Source: an optimization exercise on an open RTL-to-GDS flow (aim: small area). Production flows keep margins and buffers that such runs may drop.
RTL that was checked went through simulation tests only; none was proved equivalent to the original.
The clock port is modelled as an ideal driver; clocking choices that lean on that would not hold on a real chip.
No activity file was given, so power comes from the tool's default toggle rates.

==> module lmp_rx, before the edit <==
module lmp_rx #(
    parameter T_GUARD = 40,
    parameter T_BIT   = 24,
    parameter CNT_W   = 16
) (
    input  wire             clk,
    input  wire             rst,
    input  wire             line_in,
    input  wire             rpt_ack,
    output wire             busy,
    output wire             out_valid,
    output wire             out_err,
    output wire [1:0]       out_code,
    output wire             out_type,
    output wire [15:0]      out_payload,
    output wire             out_parity,
    output wire [CNT_W-1:0] out_old,
    output wire [CNT_W-1:0] cnt_out
);
    localparam [4:0] T_A = 5'b00111;
    localparam [4:0] T_B = 5'b00110;
    localparam [4:0] S_0    = 5'b10101;
    localparam [4:0] S_IDLE = 5'b11111;
    reg [4:0]  tmr;
    reg [4:0]  step;
    reg [17:0] sr;
    reg        rp;
    reg [15:0] o_pay;
    reg [15:0] o_old;
    reg        o_type;
    reg        o_par;
    reg        o_perr;
    reg        fresh;
    wire wrap    = ~tmr[0] & tmr[1] & ~tmr[2] & ~tmr[4];      
    wire st1     = step[1] & ~step[2] & step[3];              
    wire st_skip = step[2] & ~step[3] & step[4];              
    wire st_dec  = ~step[0] & step[1] & step[4];              
    wire st_rpt  = step[0] & ~step[1] & step[2] & ~step[4];   
    wire st_idle = step[0] & step[1] & step[3];               
    wire rx      = ~st_idle & ~st_rpt;
    wire tick    = rx & wrap;
    wire sample  = tick & ~st_skip & ~st_dec;
    wire decode  = tick & st_dec;
    wire        selp  = ~o_perr & o_type;
    wire        cin   = ~o_perr & ~o_type & ~fresh;
    wire [15:0] diff  = o_pay ^ o_old;
    wire        match = ~|diff;
    wire [16:0] carry;
    assign carry[0] = cin;
    genvar gi;
    generate
        for (gi = 0; gi < 16; gi = gi + 1) begin : g_cnt
            assign carry[gi+1] = carry[gi] & o_old[gi];
        end
    endgenerate
    wire [15:0] cnt = o_old ^ (({16{selp}} & diff) | carry[15:0]);
    always @(posedge clk) begin
        if (!rx)
            tmr <= T_B;
        else if (wrap)
            tmr <= st1 ? T_B : T_A;
        else
            tmr <= {tmr[3:0], ~(tmr[4] ^ tmr[1])};
        if (rst || (st_rpt && rpt_ack))
            step <= S_IDLE;
        else if (st_idle && line_in)
            step <= S_0;
        else if (tick)
            step <= {step[3:0], ~(step[4] ^ step[1])};
        if (sample) begin
            sr <= {line_in, sr[17:1]};
            rp <= ~st1 & (rp ^ line_in);
        end
        if (rst) begin
            o_pay  <= 16'd0;
            o_old  <= 16'd0;
            o_type <= 1'b0;
            o_par  <= 1'b0;
            o_perr <= 1'b0;
            fresh  <= 1'b1;
        end else if (decode) begin
            o_pay  <= sr[16:1];
            o_old  <= cnt;
            o_type <= sr[0];
            o_par  <= sr[17];
            o_perr <= rp;
            fresh  <= 1'b0;
        end
    end
    assign busy        = ~st_idle;
    assign out_valid   = st_rpt;
    assign out_code    = {o_perr | (o_type & ~match), o_perr | (o_type & match)};
    assign out_err     = out_code[1];
    assign out_type    = o_type;
    assign out_payload = o_pay;
    assign out_parity  = o_par;
    assign out_old     = o_old;
    assign cnt_out     = cnt;
endmodule
export LEC_CHECK = 0
export CAP_MARGIN = 0
export CORE_MARGIN = 2
export CORE_UTILIZATION = 65
export PLACE_DENSITY = 0.8
export SLEW_MARGIN = 0
create_clock -name core_clock -period 10.0 [get_ports {clk}]
standard.sh (not shown) runs the stock make flow with config.mk's settings and CLKGATE_MAP_FILE= SYNTH_SCRIPT=/design/flow/synth_recipe.tcl, a recipe that flattens the netlist after the stock synthesis.
==> flow/flow/run.sh <==
#!/bin/bash
# The standard layout flow with three changes:
#  - synthesis is the standard one (same script, fsm/share skipped, same
#    flattening and renaming, same registers) except that ABC maps the
#    combinational logic with an area-oriented script (flow/area.abc);
#  - the port buffers are the smallest buffer (buf_1);
#  - the clock tree is built from clkbuf_4 without dummy balancing loads.
set -uo pipefail
export MY_ABC_SCRIPT=$PWD/flow/area.abc
bash standard.sh \
  SYNTH_SCRIPT=$PWD/flow/synth.tcl \
  BUFFER_PORTS_ARGS="-buffer_cell sky130_fd_sc_hd__buf_1" \
  CTS_ARGS="-sink_clustering_enable -repair_clock_nets -dont_use_dummy_load -buf_list sky130_fd_sc_hd__clkbuf_4" \
  finish > standard.log 2>&1
==> flow/flow/area.abc <==
strash
&get -n
&dc2
&dch -f
&put
amap -m
topo
==> flow/flow/synth.tcl <==
proc synth {args} { yosys synth -nofsm -noshare {*}$args }
proc abc {args} {
  set i [lsearch $args -script]
  if {$i >= 0 && [info exists ::env(MY_ABC_SCRIPT)]} { lset args [expr {$i+1}] $::env(MY_ABC_SCRIPT) }
  yosys abc {*}$args
}
source $::env(SCRIPTS_DIR)/synth.tcl
# left out here: clear keep_hierarchy, flatten, clean up, hide names made inside functions, write 1_2_yosys.v
Change:
--- a/flow/design.v
+++ b/flow/design.v
@@ -16,14 +16,14 @@
     output wire             out_parity,
     output wire [CNT_W-1:0] out_old,
     output wire [CNT_W-1:0] cnt_out
 );
     localparam [4:0] T_A = 5'b00111;
     localparam [4:0] T_B = 5'b00110;
-    localparam [4:0] S_0    = 5'b10101;
-    localparam [4:0] S_IDLE = 5'b11111;
+    localparam [4:0] S_0 = 5'b10101;
+    reg        busy_r;
     reg [4:0]  tmr;
     reg [4:0]  step;
     reg [17:0] sr;
     reg        rp;
     reg [15:0] o_pay;
     reg [15:0] o_old;
@@ -33,17 +33,17 @@
     reg        fresh;
     wire wrap    = ~tmr[0] & tmr[1] & ~tmr[2] & ~tmr[4];      
     wire st1     = step[1] & ~step[2] & step[3];              
     wire st_skip = step[2] & ~step[3] & step[4];              
     wire st_dec  = ~step[0] & step[1] & step[4];              
     wire st_rpt  = step[0] & ~step[1] & step[2] & ~step[4];   
-    wire st_idle = step[0] & step[1] & step[3];               
-    wire rx      = ~st_idle & ~st_rpt;
+    wire rx      = busy_r & ~st_rpt;
     wire tick    = rx & wrap;
     wire sample  = tick & ~st_skip & ~st_dec;
     wire decode  = tick & st_dec;
+    wire ack_rel = busy_r & st_rpt & rpt_ack;
     wire        selp  = ~o_perr & o_type;
     wire        cin   = ~o_perr & ~o_type & ~fresh;
     wire [15:0] diff  = o_pay ^ o_old;
     wire        match = ~|diff;
     wire [16:0] carry;
     assign carry[0] = cin;
@@ -58,22 +58,26 @@
         if (!rx)
             tmr <= T_B;
         else if (wrap)
             tmr <= st1 ? T_B : T_A;
         else
             tmr <= {tmr[3:0], ~(tmr[4] ^ tmr[1])};
-        if (rst || (st_rpt && rpt_ack))
-            step <= S_IDLE;
-        else if (st_idle && line_in)
+        if (rst || !busy_r || ack_rel)
             step <= S_0;
         else if (tick)
             step <= {step[3:0], ~(step[4] ^ step[1])};
         if (sample) begin
             sr <= {line_in, sr[17:1]};
             rp <= ~st1 & (rp ^ line_in);
         end
+        if (rst)
+            busy_r <= 1'b0;
+        else if (!busy_r)
+            busy_r <= line_in;
+        else if (ack_rel)
+            busy_r <= 1'b0;
         if (rst) begin
             o_pay  <= 16'd0;
             o_old  <= 16'd0;
             o_type <= 1'b0;
             o_par  <= 1'b0;
             o_perr <= 1'b0;
@@ -84,14 +88,14 @@
             o_type <= sr[0];
             o_par  <= sr[17];
             o_perr <= rp;
             fresh  <= 1'b0;
         end
     end
-    assign busy        = ~st_idle;
-    assign out_valid   = st_rpt;
+    assign busy        = busy_r;
+    assign out_valid   = busy_r & st_rpt;
     assign out_code    = {o_perr | (o_type & ~match), o_perr | (o_type & match)};
     assign out_err     = out_code[1];
     assign out_type    = o_type;
     assign out_payload = o_pay;
     assign out_parity  = o_par;
     assign out_old     = o_old;
Outcome:
- The new run produced a clean layout
- utilization fell by 0.19 points
- total power fell by 12%
- setup slack gets better by 0.40 ns
- area after synthesis is about the same
- cell count fell by 3.7%
- global-route usage rose by 1.5 points
- wire length rose by 1.4%
- worst hold slack gets better by 0.014 ns
- cell area is about the same
- register-to-register slack gets better by 0.44 ns
- clock skew fell by 0.013 ns
- critical path depth fell by 4
- non-clock buffer count fell by 1
- via count fell by 4.9%
Function not checked in the first run of this note: the RTL went through the layout flow alone.

== run 1 ==
The RTL this note starts from:
==> flow/design.v <==
module lmp_rx #(
    parameter T_GUARD = 40,
    parameter T_BIT   = 24,
    parameter CNT_W   = 16
) (
    input  wire             clk,
    input  wire             rst,
    input  wire             line_in,
    input  wire             rpt_ack,
    output wire             busy,
    output wire             out_valid,
    output wire             out_err,
    output wire [1:0]       out_code,
    output wire             out_type,
    output wire [15:0]      out_payload,
    output wire             out_parity,
    output wire [CNT_W-1:0] out_old,
    output wire [CNT_W-1:0] cnt_out
);
    localparam [4:0] T_A = 5'b00111;
    localparam [4:0] T_B = 5'b00110;
    localparam [4:0] S_0 = 5'b10101;
    reg        busy_r;
    reg [4:0]  tmr;
    reg [4:0]  step;
    reg [17:0] sr;
    reg        rp;
    reg [15:0] o_pay;
    reg [15:0] o_old;
    reg        o_type;
    reg        o_par;
    reg        o_perr;
    reg        fresh;
    wire wrap    = ~tmr[0] & tmr[1] & ~tmr[2] & ~tmr[4];      
    wire st1     = step[1] & ~step[2] & step[3];              
    wire st_skip = step[2] & ~step[3] & step[4];              
    wire st_dec  = ~step[0] & step[1] & step[4];              
    wire st_rpt  = step[0] & ~step[1] & step[2] & ~step[4];   
    wire rx      = busy_r & ~st_rpt;
    wire tick    = rx & wrap;
    wire sample  = tick & ~st_skip & ~st_dec;
    wire decode  = tick & st_dec;
    wire ack_rel = busy_r & st_rpt & rpt_ack;
    wire        selp  = ~o_perr & o_type;
    wire        cin   = ~o_perr & ~o_type & ~fresh;
    wire [15:0] diff  = o_pay ^ o_old;
    wire        match = ~|diff;
    wire [16:0] carry;
    assign carry[0] = cin;
    genvar gi;
    generate
        for (gi = 0; gi < 16; gi = gi + 1) begin : g_cnt
            assign carry[gi+1] = carry[gi] & o_old[gi];
        end
    endgenerate
    wire [15:0] cnt = o_old ^ (({16{selp}} & diff) | carry[15:0]);
    always @(posedge clk) begin
        if (!rx)
            tmr <= T_B;
        else if (wrap)
            tmr <= st1 ? T_B : T_A;
        else
            tmr <= {tmr[3:0], ~(tmr[4] ^ tmr[1])};
        if (rst || !busy_r || ack_rel)
            step <= S_0;
        else if (tick)
            step <= {step[3:0], ~(step[4] ^ step[1])};
        if (sample) begin
            sr <= {line_in, sr[17:1]};
            rp <= ~st1 & (rp ^ line_in);
        end
        if (rst)
            busy_r <= 1'b0;
        else if (!busy_r)
            busy_r <= line_in;
        else if (ack_rel)
            busy_r <= 1'b0;
        if (rst) begin
            o_pay  <= 16'd0;
            o_old  <= 16'd0;
            o_type <= 1'b0;
            o_par  <= 1'b0;
            o_perr <= 1'b0;
            fresh  <= 1'b1;
        end else if (decode) begin
            o_pay  <= sr[16:1];
            o_old  <= cnt;
            o_type <= sr[0];
            o_par  <= sr[17];
            o_perr <= rp;
            fresh  <= 1'b0;
        end
    end
    assign busy        = busy_r;
    assign out_valid   = busy_r & st_rpt;
    assign out_code    = {o_perr | (o_type & ~match), o_perr | (o_type & match)};
    assign out_err     = out_code[1];
    assign out_type    = o_type;
    assign out_payload = o_pay;
    assign out_parity  = o_par;
    assign out_old     = o_old;
    assign cnt_out     = cnt;
endmodule
==> flow/config.mk <==
export PLATFORM = sky130hd
export DESIGN_NAME = lmp_rx
export DESIGN_NICKNAME = lmp_rx
export VERILOG_FILES = /design/flow/design.v
export SDC_FILE = /design/flow/constraint.sdc
export NUM_CORES = 4
export LEC_CHECK = 0
export CAP_MARGIN = 0
export CORE_MARGIN = 2
export CORE_UTILIZATION = 65
export PLACE_DENSITY = 0.8
export SLEW_MARGIN = 0
==> flow/constraint.sdc <==
create_clock -name core_clock -period 10.0 [get_ports {clk}]
set_input_delay 2.0000 -clock core_clock [delete_from_list [all_inputs] [get_ports {clk}]]
set_output_delay 2.0000 -clock core_clock [all_outputs]
set_load 0.01 [all_outputs]
==> flow/flow/run.sh <==
#!/bin/bash
# The standard layout flow with these changes:
#  - synthesis is the standard one (same script, fsm/share skipped, same
#    flattening and renaming, same registers) except that ABC maps the
#    combinational logic with an area-oriented script (flow/area.abc);
#  - the port buffers are the smallest buffer (buf_1);
#  - the clock tree is built by flow/clktree.tcl (four clkbuf_8, each
#    driving a quarter of the flip-flops) before CTS; CTS, given the same buffer, then adds nothing.
set -uo pipefail
export MY_ABC_SCRIPT=$PWD/flow/area.abc
bash standard.sh \
  SYNTH_SCRIPT=$PWD/flow/synth.tcl \
  BUFFER_PORTS_ARGS="-buffer_cell sky130_fd_sc_hd__buf_1" \
  PRE_CTS_TCL=$PWD/flow/clktree.tcl \
  CTS_ARGS="-sink_clustering_enable -repair_clock_nets -dont_use_dummy_load -buf_list sky130_fd_sc_hd__clkbuf_8" \
  finish > standard.log 2>&1
Scripts as last shown in full above: flow/flow/area.abc, flow/flow/synth.tcl
Other scripts of this flow, unchanged in this note and not shown: flow/flow/clktree.tcl
The inputs of run 2 differ from those of run 1 as listed below.
diff --git a/flow/design.v b/flow/design.v
--- a/flow/design.v
+++ b/flow/design.v
@@ -18,10 +18,10 @@
     output wire [CNT_W-1:0] cnt_out
 );
     localparam [4:0] T_A = 5'b00111;
     localparam [4:0] T_B = 5'b00110;
-    localparam [4:0] S_0 = 5'b10101;
-    reg        busy_r;
+    localparam [4:0] S_0    = 5'b10101;
+    localparam [4:0] S_IDLE = 5'b11111;
     reg [4:0]  tmr;
     reg [4:0]  step;
     reg [17:0] sr;
     reg        rp;
@@ -35,13 +35,13 @@
     wire st1     = step[1] & ~step[2] & step[3];              
     wire st_skip = step[2] & ~step[3] & step[4];              
     wire st_dec  = ~step[0] & step[1] & step[4];              
     wire st_rpt  = step[0] & ~step[1] & step[2] & ~step[4];   
-    wire rx      = busy_r & ~st_rpt;
+    wire st_idle = step[0] & step[1] & step[3];               
+    wire rx      = ~st_idle & ~st_rpt;
     wire tick    = rx & wrap;
     wire sample  = tick & ~st_skip & ~st_dec;
     wire decode  = tick & st_dec;
-    wire ack_rel = busy_r & st_rpt & rpt_ack;
     wire        selp  = ~o_perr & o_type;
     wire        cin   = ~o_perr & ~o_type & ~fresh;
     wire [15:0] diff  = o_pay ^ o_old;
     wire        match = ~|diff;
@@ -60,22 +60,18 @@
         else if (wrap)
             tmr <= st1 ? T_B : T_A;
         else
             tmr <= {tmr[3:0], ~(tmr[4] ^ tmr[1])};
-        if (rst || !busy_r || ack_rel)
+        if (rst || (st_rpt && rpt_ack))
+            step <= S_IDLE;
+        else if (st_idle && line_in)
             step <= S_0;
         else if (tick)
             step <= {step[3:0], ~(step[4] ^ step[1])};
         if (sample) begin
             sr <= {line_in, sr[17:1]};
             rp <= ~st1 & (rp ^ line_in);
         end
-        if (rst)
-            busy_r <= 1'b0;
-        else if (!busy_r)
-            busy_r <= line_in;
-        else if (ack_rel)
-            busy_r <= 1'b0;
         if (rst) begin
             o_pay  <= 16'd0;
             o_old  <= 16'd0;
             o_type <= 1'b0;
@@ -90,10 +86,10 @@
             o_perr <= rp;
             fresh  <= 1'b0;
         end
     end
-    assign busy        = busy_r;
-    assign out_valid   = busy_r & st_rpt;
+    assign busy        = ~st_idle;
+    assign out_valid   = st_rpt;
     assign out_code    = {o_perr | (o_type & ~match), o_perr | (o_type & match)};
     assign out_err     = out_code[1];
     assign out_type    = o_type;
     assign out_payload = o_pay;
Results
For run 2 and run 1, there was not a single run that failed to finish clean.
Delta (run 2 minus run 1): placement-stage cell area about even; global-route usage fell 0.84 points; internal power summed over all cells rose about 8%; estimated wirelength of the detail-placed design rose 87 um; XOR/XNOR share of the synthesized area about even.
The height of the die of run 2 and that of run 1 are within noise of each other.
When run 2 is set beside run 1, its first-pass GRT wire length turns out to be 520 um smaller.
From run 1 to run 2 the numbers moved as follows: number of DRC markers after the initial detailed-route iteration now sits higher; sequential share of layout area now sits lower.
Compared with run 1, run 2 shows a higher arrival time of the worst setup path.
When the final numbers for run 2 and run 1 were put side by side, the via count turned out to be smaller in run 1.
Run 2 against run 1: detailed route wirelength on metal2 decreased 2.6%, total die area essentially unchanged.
Run 2 vs run 1, filler-free cell count of the finished design went up by about 4%.
Function not checked in run 2: the RTL went through the layout flow alone.

-- afterwards: timing with drivers on the ports --
The results above use ideal ports. As a check the final layouts listed here were re-extracted and re-timed, cells and wires unchanged.
Step 1 (the two cells are an assumption about what drives the block):
set clk [get_ports {clk}]
set_driving_cell -lib_cell sky130_fd_sc_hd__clkbuf_16 $clk
set_driving_cell -lib_cell sky130_fd_sc_hd__buf_2 [delete_from_list [all_inputs] $clk]
Step 2 moves the port delays by t, midway between the first and last clock arrival at a register: inputs arrive t later, outputs are due t later. That takes back most of the time a late clock gives input paths.
Slacks: ideal / step 1 / step 2; pairs: ideal / step 1.
run	t (ns)	setup WS [ns]	slew at the worst register clock pin (ns)
the first run of note 1	0.419	4.132 / 4.104 / 4.523	0.10 / 0.10
the second run of note 1	0.427	4.531 / 4.502 / 4.929	0.10 / 0.10
run 1	0.207	4.775 / 4.723 / 4.930	0.10 / 0.10
run 2	0.206	4.412 / 4.357 / 4.563	0.10 / 0.10
After both steps setup and hold are still met in every run listed.
